What follows belongs to an exercise in optimizing a design on an open flow for small area, a short achievable clock period and few clock cycles; a production flow would make more cautious choices. Where RTL was checked, it was by simulation tests only, not by an equivalence proof against the original. Power and IR drop assume default switching activity.

## run 1
Design dps_top, start of the top module:
module dps_top (
    input  wire       clk,
    input  wire       rst,
    input  wire       in_valid,
    input  wire [7:0] in_data,
    output wire       in_ready,
    input  wire       bus_ok,
    output wire       rsp_valid,
    output wire [7:0] rsp_data,
    input  wire       rsp_ready,
    output wire       spi_cs_n,
    output wire       spi_dc,
    output wire       spi_sclk,
    output wire       spi_mosi,
    output reg        lcd_rst_n,
    output reg  [9:0] bl_duty,
    output reg        bl_pwm,
    output reg        diag,
    output reg  [4:0] faults,
    output reg        idle
);
clock: 11.0 ns
lec_check: 0
abc_clock_period_in_ps: 2500
cap_margin: 20
core_margin: 2
core_utilization: 60
gpl_timing_driven: 1
place_density: 0.7
slew_margin: 20
standard.sh (not shown) runs the stock make flow with config.mk's settings and CLKGATE_MAP_FILE= SYNTH_SCRIPT=/design/flow/synth_recipe.tcl, a recipe that flattens the netlist after the stock synthesis.
==> flow/flow/run.sh <==
#!/bin/bash
# Standard layout; timing repair aims for setup slack of at least MARGIN ns
# at the design's clock period, so that it works on the design's real
# critical paths. Each step's full output goes to its own log file here.
set -euo pipefail
MARGIN=7.5
bash standard.sh synth > synth.log 2>&1
bash standard.sh SETUP_SLACK_MARGIN=$MARGIN finish > layout.log 2>&1
Run 1 completed every stage of the flow, and the final layout passed the timing, DRC and antenna checks.
--- input diff run 1..run 2 ---
==> flow/flow/run.sh <==
#!/bin/bash
# Standard layout; timing repair aims for setup slack of at least MARGIN ns
# at the design's clock period, so that it works on the design's real
# critical paths, and may resize cells across footprints. Each step's full
# output goes to its own log file here.
set -euo pipefail
MARGIN=8.5
bash standard.sh synth > synth.log 2>&1
bash standard.sh SETUP_SLACK_MARGIN=$MARGIN MATCH_CELL_FOOTPRINT=0 \
    "BUFFER_PORTS_ARGS=-buffer_cell sky130_fd_sc_hd__buf_2" finish > layout.log 2>&1
## What came out
On sum of buffers and inverters on the critical path, run 1 and run 2 are basically level.
Relative to run 1, sequential power decreased by about 0.8% in run 2.
Per the comparison of run 2 with run 1, maximum number of buffers from clock root to sink now sits at about the same level; wire length now sits higher; worst setup slack now sits higher; share of the cycle needed by the critical path after routing now sits lower.
Going from run 1 to run 2, number of inserted filler cells in the final layout shrinks by 33%.
Cell area came out higher on run 2 than on run 1.
Final core utilization was higher in run 2 than in run 1.
Compared with run 1, cell count in run 2 increased by more than 10%.
Comparing run 1 and run 2, the higher global-route wire length before repair was measured on run 2.
Edits applied to the flow inputs when going from run 2 to run 3:
==> flow/flow/run.sh <==
#!/bin/bash
# Standard layout; timing repair aims for setup slack of at least MARGIN ns
# at the design's clock period, so that it works on the design's real
# critical paths. Each step's full output goes to its own log file here.
set -euo pipefail
MARGIN=8.5
bash standard.sh synth > synth.log 2>&1
bash standard.sh SETUP_SLACK_MARGIN=$MARGIN finish > layout.log 2>&1
Notes after the runs:
- Going from run 2 to run 3, met3 track utilization from global routing shrank by 0.65 points; portion of total power attributed to the clock network has decreased.
- Length of routed met3 wiring: run 3 vs run 2 up 1.5%
- Post-detailed-routing wire length (run 3 vs. run 2) decreases by a few percent
- From run 2 to run 3 the numbers moved as follows: sequential element share of the synthesized area about even; number of buffers added for setup after CTS fell 7; overall power fell about 8%; area used by sequential logic in the layout about even.
- Between run 2 and run 3, filler cell count in the final layout is lower for run 2, run 3 comes in above that.
- Delta (run 3 minus run 2): via count shows no meaningful change, number of cells in the finished layout apart from fillers shows an increase of about 0.6%.
- Highest-power group: sequential cells -> run 3, clock -> run 2
Changes in run 4 relative to run 3:
# run 3
export LEC_CHECK = 0
export ABC_CLOCK_PERIOD_IN_PS = 2500
export CAP_MARGIN = 20
export CORE_MARGIN = 2
export CORE_UTILIZATION = 60
export GPL_TIMING_DRIVEN = 1
export PLACE_DENSITY = 0.7
export SLEW_MARGIN = 20
create_clock -name core_clock -period 11.0 [get_ports {clk}]
# run 4
export LEC_CHECK = 0
export ABC_CLOCK_PERIOD_IN_PS = 2500
export CAP_MARGIN = 20
export CORE_MARGIN = 2
export CORE_UTILIZATION = 60
export GPL_TIMING_DRIVEN = 1
export PLACE_DENSITY = 0.7
export SETUP_SLACK_MARGIN = 5
export SLEW_MARGIN = 20
create_clock -name core_clock -period 11.0 [get_ports {clk}]
==> flow/run.sh (new file) <==
#!/bin/bash
# synth_recipe.tcl (not shown) runs the flow's synth.tcl, then flattens the netlist and writes it again
# the make line also repeats each setting of config.mk as NAME=value (left out here)
make -C /OpenROAD-flow-scripts/flow DESIGN_CONFIG=/design/flow/config.mk WORK_HOME=/design/flow/orfs CLKGATE_MAP_FILE= SYNTH_SCRIPT=/design/flow/synth_recipe.tcl finish
removed: flow/flow/run.sh
removed: flow/standard.sh
### Flow results
Final cell count in run 4 is 210 below run 3. Compared with run 3, run 4 shows number of nets in the layout lower by 12%. Of run 4 and run 3, run 3 shows the lower shortest clock period the worst path allows after layout, with run 4 above it. Min met3 routing resource usage after global routing across run 4 and run 3: run 4. Summary — sum of routed wire length over all layers, run 4 relative to run 3: lower, by 9500 µm. Compared with run 3, in run 4 sequential share of layout area rose 6.1 points; count of clock-buffer cells in the layout rose 1; post-route cell area fell 20%. Re power density of the placed cells: run 4 and run 3 aren't equal, and the lower value belongs to run 3. Diff run 4..run 3 | flip-flop and latch count | unchanged. Power came out lower on run 4 than on run 3.
No functional check of the RTL was part of any run of this note.


dps_top, a different RTL version from the one above (not shown whole).
Size in the first run: about 1400 cells after synthesis, roughly 160 flip-flops, ~46 I/O pins, about 0.012 mm2 of cells after synthesis.
==> flow/config.mk <==
export PLATFORM = sky130hd
export DESIGN_NAME = dps_top
export DESIGN_NICKNAME = dps_top
export VERILOG_FILES = /design/flow/design.v
export SDC_FILE = /design/flow/constraint.sdc
export NUM_CORES = 4
export LEC_CHECK = 0
export ABC_CLOCK_PERIOD_IN_PS = 2500
export CAP_MARGIN = 20
export CORE_MARGIN = 2
export CORE_UTILIZATION = 60
export CTS_BUF_LIST = sky130_fd_sc_hd__clkbuf_4 sky130_fd_sc_hd__clkbuf_8
export CTS_CLUSTER_DIAMETER = 80
export CTS_CLUSTER_SIZE = 40
export GPL_TIMING_DRIVEN = 1
export PLACE_DENSITY = 0.7
export SLEW_MARGIN = 20
==> flow/constraint.sdc <==
create_clock -name core_clock -period 11.0 [get_ports {clk}]
set_input_delay 2.2000 -clock core_clock [delete_from_list [all_inputs] [get_ports {clk}]]
set_output_delay 2.2000 -clock core_clock [all_outputs]
set_load 0.01 [all_outputs]
==> flow/flow/run.sh <==
#!/bin/bash
# Standard layout; timing repair aims for setup slack of at least MARGIN ns
# at the design's clock period, so that it works on the design's real
# critical paths; ports are buffered with buf_2. Each step's full output
# goes to its own log file here.
set -euo pipefail
MARGIN=7.5
bash standard.sh synth > synth.log 2>&1
bash standard.sh SETUP_SLACK_MARGIN=$MARGIN \
    "BUFFER_PORTS_ARGS=-buffer_cell sky130_fd_sc_hd__buf_2" finish > layout.log 2>&1
Testbench counts at the start, summed over its fixed seeds: cycles 1,014,473.
Change:
CTS_BUF_LIST = not set   (was sky130_fd_sc_hd__clkbuf_4 sky130_fd_sc_hd__clkbuf_8)
CTS_CLUSTER_DIAMETER = not set   (was 80)
CTS_CLUSTER_SIZE = not set   (was 40)
=> Global-route usage goes up by 0.41 points. Core utilization is higher by 0.96 points. Count of clock-buffer cells in the layout stays the same. Worst setup slack gets worse by 54 ps. Die area does not change. Total power increases by roughly a tenth.


oak:
dps_top, a different RTL version from the one above (not shown whole).
Size in the first run: roughly 160 flip-flops, ~46 I/O pins.
Settings: LEC_CHECK=0, ABC_CLOCK_PERIOD_IN_PS=2500, CAP_MARGIN=20, CORE_MARGIN=2, CORE_UTILIZATION=60, CTS_BUF_LIST=sky130_fd_sc_hd__clkbuf_16, CTS_CLUSTER_DIAMETER=100, CTS_CLUSTER_SIZE=50, GPL_TIMING_DRIVEN=1, PLACE_DENSITY=0.7, SLEW_MARGIN=20; clock period 11.0 ns.
==> flow/flow/run.sh <==
#!/bin/bash
# Standard layout; timing repair aims for setup slack of at least MARGIN ns
# at the design's clock period, so that it works on the design's real
# critical paths; ports are buffered with buf_2. Each step's full output
# goes to its own log file here.
set -euo pipefail
MARGIN=7.8
bash standard.sh synth > synth.log 2>&1
bash standard.sh SETUP_SLACK_MARGIN=$MARGIN \
    "BUFFER_PORTS_ARGS=-buffer_cell sky130_fd_sc_hd__buf_2" finish > layout.log 2>&1
oak: all stages complete, timing, DRC and antenna checks passed
Testbench counts of oak, summed over its fixed seeds: cycles 1,014,566.
diff inputs: oak => pine
- a deleted CTS_BUF_LIST that had been sky130_fd_sc_hd__clkbuf_16
- a change of CORE_UTILIZATION from 60 to 50
- a change of PLACE_DENSITY from 0.7 to 0.6
- a deleted CTS_CLUSTER_SIZE that had been 50
- a deleted CTS_CLUSTER_DIAMETER that had been 100
On leakage power, oak and pine are basically level.
| vertical extent of the die | pine vs oak | 13 um higher |
Relative to oak, shortest period the worst path allows has gone down in pine.
Non-clock buffer count in pine vs oak: down 6
Lower area growth from synthesis to final layout goes to oak over pine.
pine against oak: standard cell area after detailed placement saw an increase, final core utilization saw a decrease, summed area of non-filler cells in the final layout rose about 0.7%.
Going from oak to pine, the total wire length after detailed routing was found to have gone up by 5.1%.
The inputs of birch differ from those of pine as listed below.
- CORE_UTILIZATION changed from 50 to 60
- PLACE_DENSITY changed from 0.6 to 0.7
==> summary.txt <==
- Looking at final instance area, birch sits below pine.
- Vias: birch more than pine
- Compared with pine, in birch fraction of area in clock buffers and inverters ~0 delta; non-clock buffer count went up by about 8%.
- Looking at birch and pine, the fraction of standard cell area in multi-input logic is a wash.
- Summary: wire length of the first global-routing pass, birch better than pine
- Of the two values seen for highest-utilization routing layer at the global route stage, met2 was produced by birch and met1 by pine.
- Side by side, die span in x turned out lower in birch than in pine.
- birch ends up with a achievable clock frequency that is about 0.9% lower than in pine.
- Max share of power burned in the clock network across birch and pine: pine
- Worst setup slack: lower on birch
- Compared to pine, birch has number of clock buffer instances in the layout 1 lower.
Changes in maple relative to birch:
- GPL_TIMING_DRIVEN now 0, was 1
--- outcome ---
maple — mean number of vias per cell about 3% higher, birch as reference
Cmp maple vs birch: design area higher in maple
maple — fraction of area in registers 1.2 points lower, birch as reference
maple ends up with higher critical path depth than birch does.
On clock-pin transition on the worst setup and hold timing paths, birch and maple are basically level.
birch → maple: power saw an increase, share of the core filled with cells rose by 2.6 points.

==> re-timing with driven ports <==
The results above use ideal ports. As a check the final layouts listed here were re-extracted and re-timed, cells and wires unchanged. Step 1 (the two cells are an assumption about what drives the block):
set clk [get_ports {clk}]
set_driving_cell -lib_cell sky130_fd_sc_hd__clkbuf_16 $clk
set_driving_cell -lib_cell sky130_fd_sc_hd__buf_2 [delete_from_list [all_inputs] $clk]
Step 2 also shifts input and output timing later by t, the mid clock arrival at the registers, as if the neighbouring blocks saw the same clock. Three values: no drivers, after step 1, after step 2; two values: the first two.
| run | shift t [ns] | slack for setup (ns) | worst hold slack (ns) | worst setup path after step 2 | clock arrival spread, ns |
|---|---|---|---|---|---|
| run 1 | 0.481 | 7.534 / 7.487 / 7.177 | 0.459 / 0.459 / 0.459 | input to register | 0.012 / 0.012 |
| run 2 | 0.493 | 7.790 / 7.742 / 7.701 | 0.469 / 0.469 / 0.469 | input to register | 0.014 / 0.014 |
| run 3 | 0.500 | 7.779 / 7.727 / 7.724 | 0.482 / 0.482 / 0.482 | input to register | 0.012 / 0.012 |
| run 4 | 0.480 | 6.917 / 6.917 / 6.917 | 0.468 / 0.468 / 0.468 | register to register | 0.015 / 0.015 |
| the first run of note 2 | 0.517 | 7.587 / 7.543 / 7.584 | 0.457 / 0.457 / 0.457 | input to register | 0.020 / 0.020 |
| the second run of note 2 | 0.488 | 7.533 / 7.485 / 7.587 | 0.449 / 0.449 / 0.449 | input to register | 0.011 / 0.011 |
| oak | 0.488 | 7.824 / 7.774 / 7.563 | 0.437 / 0.437 / 0.437 | input to register | 0.016 / 0.016 |
| pine | 0.483 | 7.851 / 7.802 / 7.517 | 0.442 / 0.442 / 0.442 | input to register | 0.012 / 0.012 |
| birch | 0.488 | 7.824 / 7.774 / 7.563 | 0.437 / 0.437 / 0.437 | input to register | 0.016 / 0.016 |
| maple | 0.495 | 7.714 / 7.664 / 7.534 | 0.446 / 0.446 / 0.446 | input to register | 0.021 / 0.021 |
After both steps setup and hold are still met in every run listed. For run 1, which loses most, drivers alone change the setup slack by -0.047 ns; drivers and shift together by -0.357 ns.
